This is an optimization exercise on Yosys and OpenROAD, whose aim is small area, not a production implementation.
At most, simulation tests tie the RTL to the original design; equivalence was not proved.
Power and IR drop assume default switching activity.

## crc_link_engine
module crc_link_engine (
    input  wire        clk,
    input  wire        rst,           
    input  wire        host_wr,
    input  wire [15:0] host_addr,
    input  wire [7:0]  host_wdata,
    output reg  [7:0]  host_rdata,
    input  wire        rx_valid,
    input  wire [7:0]  rx_data,
    output reg         rx_ready,
    output wire        tx_valid,
    output reg  [7:0]  tx_data,
    input  wire        tx_ready,
    output wire        busy
);
Size: roughly 5,600 cells after synthesis, ~56 I/O pins, roughly 64,000 sq um of cells after synthesis.
Settings: LEC_CHECK=0, CAP_MARGIN=20, CORE_MARGIN=2, CORE_UTILIZATION=60, CTS_BUF_LIST=sky130_fd_sc_hd__clkbuf_8 sky130_fd_sc_hd__clkbuf_16, CTS_CLUSTER_DIAMETER=80, CTS_CLUSTER_SIZE=28, GPL_TIMING_DRIVEN=0, PLACE_DENSITY=0.7, SETUP_SLACK_MARGIN=0.2, SLEW_MARGIN=20, SYNTH_HIERARCHICAL=1, SYNTH_MINIMUM_KEEP_SIZE=0; clock period 10.0 ns.
run.sh (not shown) runs the stock make flow with config.mk's settings and CLKGATE_MAP_FILE= SYNTH_SCRIPT=/design/flow/synth_recipe.tcl, a recipe that flattens the netlist after the stock synthesis.
Edit:
--- a/flow/design.v
+++ b/flow/design.v
@@ -98,31 +98,31 @@
         end
         for (gk = 0; gk < NB; gk = gk + 1) begin : sel
             cle_nand2 u (.a(dh[gk/16]), .b(dl[gk%16]), .y(sb[gk]));
         end
         for (gb = 0; gb < 8; gb = gb + 1) begin : rd
             wire [123:0] y;
-            wire [61:0]  z1;          
-            wire [15:0]  z2;          
-            wire [3:0]   z3;          
+            wire [30:0]  z1;          
+            wire [7:0]   z2;          
+            wire [1:0]   z3;          
             for (gp = 0; gp < 123; gp = gp + 1) begin : pr
                 cle_o22ai u (.a1(ring[16*gp + gb]), .a2(sb[2*gp]),
                              .b1(ring[16*gp + 8 + gb]), .b2(sb[2*gp + 1]), .y(y[gp]));
             end
             cle_nor2 ul (.a(ring[8*(NB-1) + gb]), .b(sb[NB-1]), .y(y[123]));
-            for (gp = 0; gp < 62; gp = gp + 1) begin : l1
-                cle_nor2 u (.a(y[2*gp]), .b(y[2*gp+1]), .y(z1[gp]));
+            for (gp = 0; gp < 31; gp = gp + 1) begin : l1
+                cle_or4 u (.a(y[4*gp]), .b(y[4*gp+1]), .c(y[4*gp+2]), .d(y[4*gp+3]), .y(z1[gp]));
             end
-            for (gp = 0; gp < 15; gp = gp + 1) begin : l2
-                cle_nand4 u (.a(z1[4*gp]), .b(z1[4*gp+1]), .c(z1[4*gp+2]), .d(z1[4*gp+3]), .y(z2[gp]));
+            for (gp = 0; gp < 7; gp = gp + 1) begin : l2
+                cle_nor4 u (.a(z1[4*gp]), .b(z1[4*gp+1]), .c(z1[4*gp+2]), .d(z1[4*gp+3]), .y(z2[gp]));
             end
-            cle_nand2 l2l (.a(z1[60]), .b(z1[61]), .y(z2[15]));
-            for (gp = 0; gp < 4; gp = gp + 1) begin : l3
-                cle_nor4 u (.a(z2[4*gp]), .b(z2[4*gp+1]), .c(z2[4*gp+2]), .d(z2[4*gp+3]), .y(z3[gp]));
+            cle_nor3 l2l (.a(z1[28]), .b(z1[29]), .c(z1[30]), .y(z2[7]));
+            for (gp = 0; gp < 2; gp = gp + 1) begin : l3
+                cle_nand4 u (.a(z2[4*gp]), .b(z2[4*gp+1]), .c(z2[4*gp+2]), .d(z2[4*gp+3]), .y(z3[gp]));
             end
-            assign buf_rd[gb] = &z3;
+            assign buf_rd[gb] = ~(z3[0] | z3[1]);
         end
     endgenerate
     always @(*) begin
         case (host_addr)
             16'h0001: host_rdata = {1'b0, rej, retried, busy, state};
             16'h0002: host_rdata = {5'b0, result};
@@ -473,6 +473,12 @@
                 assign s[i] = p0[i];
             end
         end
     endgenerate
     assign co = g3[7];
 endmodule
+module cle_or4 (input wire a, input wire b, input wire c, input wire d, output wire y);
+    assign y = a | b | c | d;
+endmodule
+module cle_nor3 (input wire a, input wire b, input wire c, output wire y);
+    assign y = ~(a | b | c);
+endmodule
Outcome: Setup slack improves by 0.053 ns. Fmax went up slightly. Count of clock-buffer cells in the layout went down by 1. Global-route usage went up by 1.8 points. Sequential power went down slightly. Utilization went up by 0.17 points. Power went down by a few percent. Via count went up by a few percent. Final cell count went down by a few percent. Clock skew went up by 0.0070 ns.
Function not checked in the second run of this note: the RTL went through the layout flow alone.


## before
crc_link_engine, a different RTL version from the one above (not shown whole).
Size in the first run: about 5400 cells after synthesis, ~2200 flip-flops, ~56 I/O pins, roughly 0.065 mm2 of cells after synthesis.
==> flow/config.mk <==
export PLATFORM = sky130hd
export DESIGN_NAME = crc_link_engine
export DESIGN_NICKNAME = crc_link_engine
export VERILOG_FILES = /design/flow/design.v
export SDC_FILE = /design/flow/constraint.sdc
export NUM_CORES = 4
export LEC_CHECK = 0
export CAP_MARGIN = 20
export CORE_MARGIN = 2
export CORE_UTILIZATION = 60
export CTS_BUF_LIST = sky130_fd_sc_hd__clkbuf_8 sky130_fd_sc_hd__clkbuf_16
export CTS_CLUSTER_DIAMETER = 100
export CTS_CLUSTER_SIZE = 24
export GPL_TIMING_DRIVEN = 0
export PLACE_DENSITY = 0.7
export SLEW_MARGIN = 20
export SYNTH_HIERARCHICAL = 1
export SYNTH_MINIMUM_KEEP_SIZE = 0
==> flow/constraint.sdc <==
create_clock -name core_clock -period 10.0 [get_ports {clk}]
set_input_delay 2.0000 -clock core_clock [delete_from_list [all_inputs] [get_ports {clk}]]
set_output_delay 2.0000 -clock core_clock [all_outputs]
set_load 0.01 [all_outputs]
before -> stages 100% | layout checks FAIL | negative setup slack
What after does differently from before at the input level:
-- flow/design.v --
<<< before, line 75
    wire [7:0] bidx = host_addr[7:0];
    wire       in_buf = (host_addr[15:8] == 8'h01) && (bidx < resp_len);
    wire [8:0] wq  = {1'b0, wp} + 9'd247;
    wire [8:0] pa  = {1'b0, wp} + {1'b1, ~bidx};       
    wire [8:0] pb  = wq + {1'b1, ~bidx};               
    wire [7:0] pos = pa[8] ? pb[7:0] : pa[7:0];
    reg  [15:0] dh, dl;
    always @(*) begin
>>> after, line 75
    wire [7:0] bidx = host_addr[7:0];
    wire       in_buf = (host_addr[15:8] == 8'h01) && (bidx < resp_len);
    function [8:0] add8;               
        input [7:0] x, y;
        reg [7:0] g, p, g1, p1, g2, p2, g3;
        begin
            g  = x & y;
            p  = x ^ y;
            g1 = g | (p & {g[6:0], 1'b0});
            p1 = p & {p[6:0], 1'b0};
            g2 = g1 | (p1 & {g1[5:0], 2'b0});
            p2 = p1 & {p1[5:0], 2'b0};
            g3 = g2 | (p2 & {g2[3:0], 4'b0});
            add8 = {g3[7], p ^ {g3[6:0], 1'b0}};
        end
    endfunction
    wire [7:0] wm9 = wp - 8'd9;
    wire [8:0] pa  = add8(wp, ~bidx);
    wire [8:0] pb  = add8(wm9, ~bidx);
    wire [7:0] pos = pa[8] ? pa[7:0] : pb[7:0];
    reg  [15:0] dh, dl;
    always @(*) begin
==> comparison <==
The maximum frequency in after was lower than what before gave. Compared with before, after shows a lower count of clock-buffer cells in the layout. Between before and after, share of the clock period used by the worst path after layout is higher for after, before comes in under that. Layout checks on after: not met. Flow itself completed; violations: negative setup slack. Simple-gate portion of the synthesized area sits lower in after than in before. Relative to before, power dissipated by switching net loads has increased by 0.58 mW in after. The clock network power share in after sits 1.3 points below the value recorded for before. after ended up with a higher clock skew than before did. Between before and after, the difference in detailed route wirelength on metal2 is negligible. | die area | after vs before | ≈ equal |. Side by side, fraction of met1 tracks used by global routing turned out higher in after than in before. Compared with before, after degrades area of all placed cells without fillers. after vs before — slew of the pin with the lowest slew margin dropped 0.10 ns.
No functional check of the RTL was part of any run of this note.


== main ==
crc_link_engine with an RTL version that a note above also has.
Size in the first run: roughly 5600 cells after synthesis, roughly 56 I/O pins.
==> flow/config.mk <==
export PLATFORM = sky130hd
export DESIGN_NAME = crc_link_engine
export DESIGN_NICKNAME = crc_link_engine
export VERILOG_FILES = /design/flow/design.v
export SDC_FILE = /design/flow/constraint.sdc
export NUM_CORES = 4
export LEC_CHECK = 0
export CAP_MARGIN = 20
export CORE_MARGIN = 2
export CORE_UTILIZATION = 60
export CTS_BUF_LIST = sky130_fd_sc_hd__clkbuf_8 sky130_fd_sc_hd__clkbuf_16
export CTS_CLUSTER_DIAMETER = 100
export CTS_CLUSTER_SIZE = 24
export GPL_TIMING_DRIVEN = 0
export PLACE_DENSITY = 0.7
export SETUP_SLACK_MARGIN = 0.2
export SLEW_MARGIN = 20
export SYNTH_HIERARCHICAL = 1
export SYNTH_MINIMUM_KEEP_SIZE = 0
==> flow/constraint.sdc <==
create_clock -name core_clock -period 10.0 [get_ports {clk}]
set_input_delay 2.0000 -clock core_clock [delete_from_list [all_inputs] [get_ports {clk}]]
set_output_delay 2.0000 -clock core_clock [all_outputs]
set_load 0.01 [all_outputs]
main ran to completion and came out clean on the timing, design-rule and antenna checks.
> inputs changed (main -> the feature branch)
diff --git a/flow/design.v b/flow/design.v
--- a/flow/design.v
+++ b/flow/design.v
@@ -47,21 +47,21 @@
     reg [3:0]  state;
     reg        retried;
     reg        rej;
     reg [2:0]  result;
     reg [7:0]  req_tc, req_iid, req_rc;
     reg        req_exp;
     reg [7:0]  x_tc, x_iid, x_rc;
     reg        x_exp;
     reg [7:0]  seq;
     reg [15:0] ctr;
-    reg        rsv;               
+    reg [7:0]  resp_seq;
     reg [7:0]  resp_len;
     reg [15:0] crc_acc;
     reg [7:0]  crc_data;
     reg        tx_busy;           
     reg [1:0]  ph;
     reg [7:0]  cnt;
     reg [7:0]  flen;              
     reg [15:0] crc;
     reg        fc, fr, fs;        
     reg [7:0]  t_seq, t_tc, t_iid, t_rc;
@@ -73,36 +73,30 @@
     wire m_ack   = (state == S_AWAIT_ACK) || (state == S_RETRY);
     wire m_rsp   = (state == S_AWAIT_RSP);
     wire [7:0] bidx = host_addr[7:0];
     wire       in_buf = (host_addr[15:8] == 8'h01) && (bidx < resp_len);
     wire [7:0] wm9 = wp - 8'd9;
     wire [7:0] pa, pb;
     wire       ca, cb;
     cle_addn ua (.x(wp),  .xn(~wp),  .n(bidx), .s(pa), .co(ca));
     cle_addn ub (.x(wm9), .xn(~wm9), .n(bidx), .s(pb), .co(cb));
     wire [7:0] pos = ca ? pa : pb;
-    wire [7:0]  posn = ~pos;
-    wire [15:0] q, dh, dl;
+    reg  [15:0] dh, dl;
+    always @(*) begin
+        dh = 16'd0; dl = 16'd0;
+        dh[pos[7:4]] = 1'b1;
+        dl[pos[3:0]] = 1'b1;
+    end
     wire [NB-1:0] sb;
     wire [7:0]    buf_rd;
     genvar gk, gb, gp;
     generate
-        for (gk = 0; gk < 4; gk = gk + 1) begin : pq
-            cle_nor2 u0 (.a(pos[2*gk+1]),  .b(pos[2*gk]),  .y(q[4*gk]));
-            cle_nor2 u1 (.a(pos[2*gk+1]),  .b(posn[2*gk]), .y(q[4*gk+1]));
-            cle_nor2 u2 (.a(posn[2*gk+1]), .b(pos[2*gk]),  .y(q[4*gk+2]));
-            cle_nor2 u3 (.a(posn[2*gk+1]), .b(posn[2*gk]), .y(q[4*gk+3]));
-        end
-        for (gk = 0; gk < 16; gk = gk + 1) begin : pd
-            cle_and2 ul (.a(q[gk%4]),     .b(q[4 + gk/4]),  .y(dl[gk]));
-            cle_and2 uh (.a(q[8 + gk%4]), .b(q[12 + gk/4]), .y(dh[gk]));
-        end
         for (gk = 0; gk < NB; gk = gk + 1) begin : sel
             cle_nand2 u (.a(dh[gk/16]), .b(dl[gk%16]), .y(sb[gk]));
         end
         for (gb = 0; gb < 8; gb = gb + 1) begin : rd
             wire [123:0] y;
             wire [61:0]  z1;          
             wire [15:0]  z2;          
             wire [3:0]   z3;          
             for (gp = 0; gp < 123; gp = gp + 1) begin : pr
                 cle_o22ai u (.a1(ring[16*gp + gb]), .a2(sb[2*gp]),
@@ -126,21 +120,21 @@
         case (host_addr)
             16'h0001: host_rdata = {1'b0, rej, retried, busy, state};
             16'h0002: host_rdata = {5'b0, result};
             16'h0003: host_rdata = req_tc;
             16'h0004: host_rdata = req_iid;
             16'h0005: host_rdata = req_rc;
             16'h0006: host_rdata = {7'b0, req_exp};
             16'h0007: host_rdata = seq;
             16'h0008: host_rdata = ctr[7:0];
             16'h0009: host_rdata = ctr[15:8];
-            16'h000A: host_rdata = rsv ? t_seq : 8'h00;
+            16'h000A: host_rdata = resp_seq;
             16'h000B: host_rdata = resp_len;
             16'h000C: host_rdata = crc_data;
             16'h000D: host_rdata = crc_acc[7:0];
             16'h000E: host_rdata = crc_acc[15:8];
             default:  host_rdata = in_buf ? buf_rd : 8'h00;
         endcase
     end
     reg [7:0] fbyte;
     always @(*) begin
         case (ph)
@@ -225,21 +219,21 @@
             state     <= S_IDLE;
             retried   <= 1'b0;
             rej       <= 1'b0;
             result    <= R_NONE;
             req_tc    <= 8'h00;
             req_iid   <= 8'h00;
             req_rc    <= 8'h00;
             req_exp   <= 1'b0;
             seq       <= 8'h00;
             ctr       <= 16'h0000;
-            rsv       <= 1'b0;
+            resp_seq  <= 8'h00;
             resp_len  <= 8'h00;
             crc_acc   <= 16'hFFFF;
             crc_data  <= 8'h00;
             tx_busy   <= 1'b0;
             ph        <= P_HDR;
             cnt       <= 8'd0;
             wp        <= 8'd0;
         end else begin
             wp <= (wp == NB - 1) ? 8'd0 : wp + 8'd1;
             if (host_wr) begin
@@ -325,21 +319,21 @@
                 endcase
             end
             if (do_start) begin
                 x_tc     <= req_tc;
                 x_iid    <= req_iid;
                 x_rc     <= req_rc;
                 x_exp    <= req_exp;
                 retried  <= 1'b0;
                 rej      <= 1'b0;
                 result   <= R_NONE;
-                rsv      <= 1'b0;
+                resp_seq <= 8'h00;
                 resp_len <= 8'h00;
                 state    <= S_DRAIN;
             end else if (do_abort) begin
                 finish(R_ABORTED);
             end else begin
                 case (state)
                     S_DRAIN, S_DRAIN_TR: begin
                         if (rx_take && ph == P_HDR) begin
                             case (cnt[2:0])
                                 3'd0, 3'd1: if (mis) finish(R_UNKNOWN);
@@ -379,21 +373,21 @@
                                 state   <= S_RETRY;
                             end
                         end
                     end
                     S_AWAIT_RSP: begin
                         if (rsp_hbad) finish(R_CORRUPT);
                         else if (ph == P_END) begin
                             if (fs) finish(R_PAYLOAD);
                             else if (fc) finish(R_CORRUPT);
                             else begin
-                                rsv      <= 1'b1;
+                                resp_seq <= t_seq;
                                 resp_len <= flen - 8'd8;
                                 tx_busy  <= 1'b1;         
                                 flen     <= 8'd0;
                                 ph       <= P_HDR;
                                 cnt      <= 8'd0;
                                 state    <= S_SEND_RACK;
                             end
                         end
                     end
                     S_SEND_RACK: begin
==> comparison <==
Higher wire length on met2 goes to the feature branch over main. First-pass detailed-route iteration total in the feature branch vs main: down 2. Per the comparison of the feature branch with main, detailed-route vias per instance went up; post-placement cell count went up; final cell count without fillers went up. Against main, the feature branch comes in 4.6 points higher on met2 demand-to-capacity share in global routing. Taking main over the feature branch, the wire length of the first global-routing pass ratio works out to 0.916. Sequential share of layout area was higher in the run labelled main. Comparing main and the feature branch, the lower number of logic inverters in the finished layout was measured on the feature branch.
No functional check of the RTL was part of the feature branch.

## separate check: timing with driven ports
No port has a modelled driver above. Below, the same layouts with a new extraction and two added sets of constraints. Step 1: set_driving_cell puts a clkbuf_16 on clk and a buf_2 on each other input, an assumption about the parent block. Step 2 moves the port delays by t, midway between the first and last clock arrival at a register: inputs arrive t later, outputs are due t later. That takes back most of the time a late clock gives input paths. a / b / c = ideal ports / drivers / drivers and shift; a / b = the first two.
| run | t, ns | setup slack, ns | worst setup path at the end | latest minus earliest clock arrival (ns) | worst data-port slew with drivers (ns) |
|---|---|---|---|---|---|
| the first run of note 1 | 0.776 | 0.221 / 0.199 / 0.199 | input to output | 0.043 / 0.043 | 0.04 |
| the second run of note 1 | 0.792 | 0.274 / 0.247 / 0.247 | input to output | 0.048 / 0.048 | 0.17 |
| before | 0.790 | -0.008 / -0.072 / -0.072 | input to output | 0.045 / 0.045 | 0.12 |
| after | 0.804 | -0.058 / -0.091 / -0.091 | input to output | 0.064 / 0.063 | 0.05 |
| main | 0.798 | 0.232 / 0.210 / 0.210 | input to output | 0.061 / 0.060 | 0.05 |
| the feature branch | 0.793 | 0.368 / 0.343 / 0.343 | input to output | 0.050 / 0.050 | 0.07 |
The setup slack of before, which loses most, moves by -0.064 ns with the drivers and by -0.064 ns with both steps.
